From an optimization exercise on the open Yosys and OpenROAD flow, aimed at small area, a short achievable clock period and few clock cycles per item; shortcuts taken in it are not production practice. The RTL was checked by simulation tests, not by an equivalence proof against the original design. Power is estimated from default activity; no workload was simulated.

job 8445:
// frame_encoder
module frame_encoder #(
    parameter MAX_LEN = 64
) (
    input  wire       clk,
    input  wire       rst,
    input  wire       in_valid,
    output reg        in_ready,
    input  wire [7:0] in_data,
    input  wire       in_last,
    input  wire       in_corrupt,
    output reg        out_valid,
    input  wire       out_ready,
    output reg  [7:0] out_data,
    output reg        out_last
);
    localparam N  = 68;
    localparam PW = 7;
    localparam W_OPEN  = 3'd0;
    localparam W_CODE0 = 3'd1;
    localparam W_DATA  = 3'd2;
    localparam W_T1    = 3'd3;
    localparam W_T2    = 3'd4;
    localparam W_CLOSE = 3'd5;
    localparam R_OPEN  = 2'd0;
    localparam R_CODE0 = 2'd1;
    localparam R_BODY  = 2'd2;
    function [15:0] crc_step(input [15:0] c, input [7:0] b);
        reg [7:0] x;
        begin
            x = c[15:8] ^ b;
            x = x ^ (x >> 4);
            crc_step = (c << 8) ^ ({8'd0, x} << 12) ^ ({8'd0, x} << 5) ^ {8'd0, x};
        end
    endfunction
    reg  [7:0]   r_data [0:N-1];
    reg  [N-1:0] r_flag;
    reg  [PW-1:0] ic;         
    reg          init;        
    reg  [PW-1:0] w_wait;     
    reg  [PW-1:0] r_wait;     
    reg          w_turn;      
    reg          r_turn;      
  ...
Size in the first run: ~1,400 cells after synthesis, roughly 25 I/O pins, ~17,000 um2 of cells after synthesis.
Settings: LEC_CHECK=0, ABC_AREA=1, CAP_MARGIN=20, CORE_MARGIN=2, CORE_UTILIZATION=55, CTS_CLUSTER_DIAMETER=100, CTS_CLUSTER_SIZE=24, PLACE_DENSITY=0.7, SETUP_SLACK_MARGIN=4.0, SLEW_MARGIN=20; clock period 6.0 ns.
run.sh (not shown) runs the stock make flow with config.mk's settings and CLKGATE_MAP_FILE= SYNTH_SCRIPT=/design/flow/synth_recipe.tcl, a recipe that flattens the netlist after the stock synthesis.
Testbench counts of job 8445, summed over its fixed seeds: cycles 47,282, frames 1,200.
Inputs modified between job 8445 and job 8864:
Settings: SETUP_SLACK_MARGIN changed from 4.0 to 3.65.
Notes after the runs:
Job 8864: all stages complete, timing, DRC and antenna checks passed
Register-to-register slack deteriorates in job 8864 relative to job 8445.
Job 8864 vs job 8445 — via count dropped slightly
Sort job 8445 and job 8864 by wire length desc -> top: job 8445
Reported for job 8445 and job 8864, adder-cell area share of the yosys netlist turned out identical to the last digit.
Job 8445 → job 8864: portion of total power attributed to the clock network climbed 0.2 points; buffers inserted during post-CTS setup optimization decreased by 11 relative to the old numbers.
The inputs of job 1542 differ from those of job 8864 as listed below.
Settings: a change of SETUP_SLACK_MARGIN from 3.65 to 3.5; a change of CORE_UTILIZATION from 55 to 40; a change of PLACE_DENSITY from 0.7 to 0.6.
--- outcome ---
- Worst-path cell with the longest stage delay: sky130_fd_sc_hd__dfxtp_2 -> job 8864, sky130_fd_sc_hd__dfxtp_4 -> job 1542
- Reported for job 1542 and job 8864, post-synthesis area per instance turned out identical to the last digit.
- [compare] base=job 8864 new=job 1542: standard-cell row count now larger; effective utilization at floorplan now smaller; worst-case setup slack after placement saw a decrease.
- Looking at height of the die across job 1542 and job 8864, the one that comes out higher is job 1542.
- The lower sequential share of layout area of job 1542 and job 8864 is in job 1542.
- ~same sequential power in job 1542 and job 8864
- Looking at post-route clock period utilization across job 1542 and job 8864, the one that comes out lower is job 8864.
- Cmp job 1542 vs job 8864: global-route wire length before repair higher in job 1542
- Re number of unique standard cell types used by synthesis: no difference whatsoever between job 1542 and job 8864.
Edits applied to the flow inputs when going from job 1542 to job 7091:
Settings: swapping 3.5 for 3.8 in SETUP_SLACK_MARGIN; swapping 0.6 for 0.8 in PLACE_DENSITY; swapping 40 for 65 in CORE_UTILIZATION.
==> comparison <==
Higher relative max-transition margin among job 1542 and job 7091: job 7091
| floorplan core area | lower: job 7091 |
The routed wire length on met2 reported for job 7091 is greater than that of job 1542 by 28%.
Relative to job 1542, power has gone up in job 7091.
In the metrics for job 1542 and job 7091, the one carrying the higher number of cells after detailed placement is job 1542.
Run comparison: job 1542 routing layer with the top usage in global route met1; job 7091 routing layer with the top usage in global route met2
Re setup slack on the worst flop-to-flop path: job 1542 and job 7091 aren't equal, and the lower value belongs to job 1542.
Count of inserted tapcells went down by more than a quarter going from job 1542 to job 7091.
Diff job 1542 -> job 7091 | non-clock buffer count | increase of 20
#### Input delta (job 880 over job 7091)
Settings: PLACE_DENSITY changed from 0.8 to 0.6; SETUP_SLACK_MARGIN changed from 3.8 to 3.5; CTS_CLUSTER_SIZE changed from 24 to 30; CTS_CLUSTER_DIAMETER changed from 100 to 70; CORE_UTILIZATION changed from 65 to 40.
==> run notes <==
Compared with job 7091, placement row count in job 880 increased by more than a quarter. Fill cell instance count of the final layout of job 880 exceeds that of job 7091 by more than 100%. From job 7091 to job 880 the numbers moved as follows: total power draw went down 0.10 mW; synthesized cell count held; slack of the critical path went down 240 ps; global-route usage went down 8.3 points. Against job 7091, job 880 comes in 240 ps higher on time the final worst path needs with I/O delays and setup. The slew at the pin closest to its max-slew limit on job 7091 is in line with that on job 880.
The inputs of job 1886 differ from those of job 880 as listed below.
Settings: a change of CTS_CLUSTER_SIZE from 30 to 24; a change of SETUP_SLACK_MARGIN from 3.5 to 3.8; a change of CTS_CLUSTER_DIAMETER from 70 to 100; a change of CORE_UTILIZATION from 40 to 55; a change of PLACE_DENSITY from 0.6 to 0.7.
Results
As of job 1886, total wirelength of the detailed-routed design had risen by a few percent compared to job 880.
From job 880 to job 1886 the numbers moved as follows: number of antenna violations at the first check in global routing now larger; clock latency on the worst-skew pair decreased by 70 ps relative to the old numbers; number of DRC markers after the initial detailed-route iteration +7.7%.
| placer congestion estimate | job 1886 vs job 880 | 0.048 higher |
Compared with job 880, in job 1886 total clock network power shrank by about 4%; minimum setup slack after placement shrank by 100 ps; power held steady; number of vias after detailed routing grew by 52; final cell count shrank by 7.0%.
Against job 880 as the reference, job 1886 delivers a lower portion of the clock cycle consumed by the worst path in the final layout.

## static timing again, ports no longer ideal
No port has a modelled driver above. Below, the same layouts with a new extraction and two added sets of constraints. Step 1: set_driving_cell puts a clkbuf_16 on clk and a buf_2 on each other input, an assumption about the parent block. Step 2 times the ports against the registers' clock, not the clock port: input delays grow and output delays shrink by t, the midpoint of the rising clock arrivals with the driver on. a / b / c = ideal ports / drivers / drivers and shift; a / b = the first two.
run	shift t [ns]	setup slack, ns	cell pins on the clock port's net
job 8445	0.575	3.767 / 3.719 / 3.356	1
job 8864	0.588	3.696 / 3.647 / 3.152	1
job 1542	0.581	3.564 / 3.515 / 3.058	1
job 7091	0.571	3.771 / 3.721 / 3.266	1
job 880	0.658	3.530 / 3.486 / 2.896	1
job 1886	0.578	3.772 / 3.723 / 3.274	1
After both steps setup and hold are still met in every run listed. The setup slack of job 880, which loses most, moves by -0.044 ns with the drivers and by -0.634 ns with both steps.
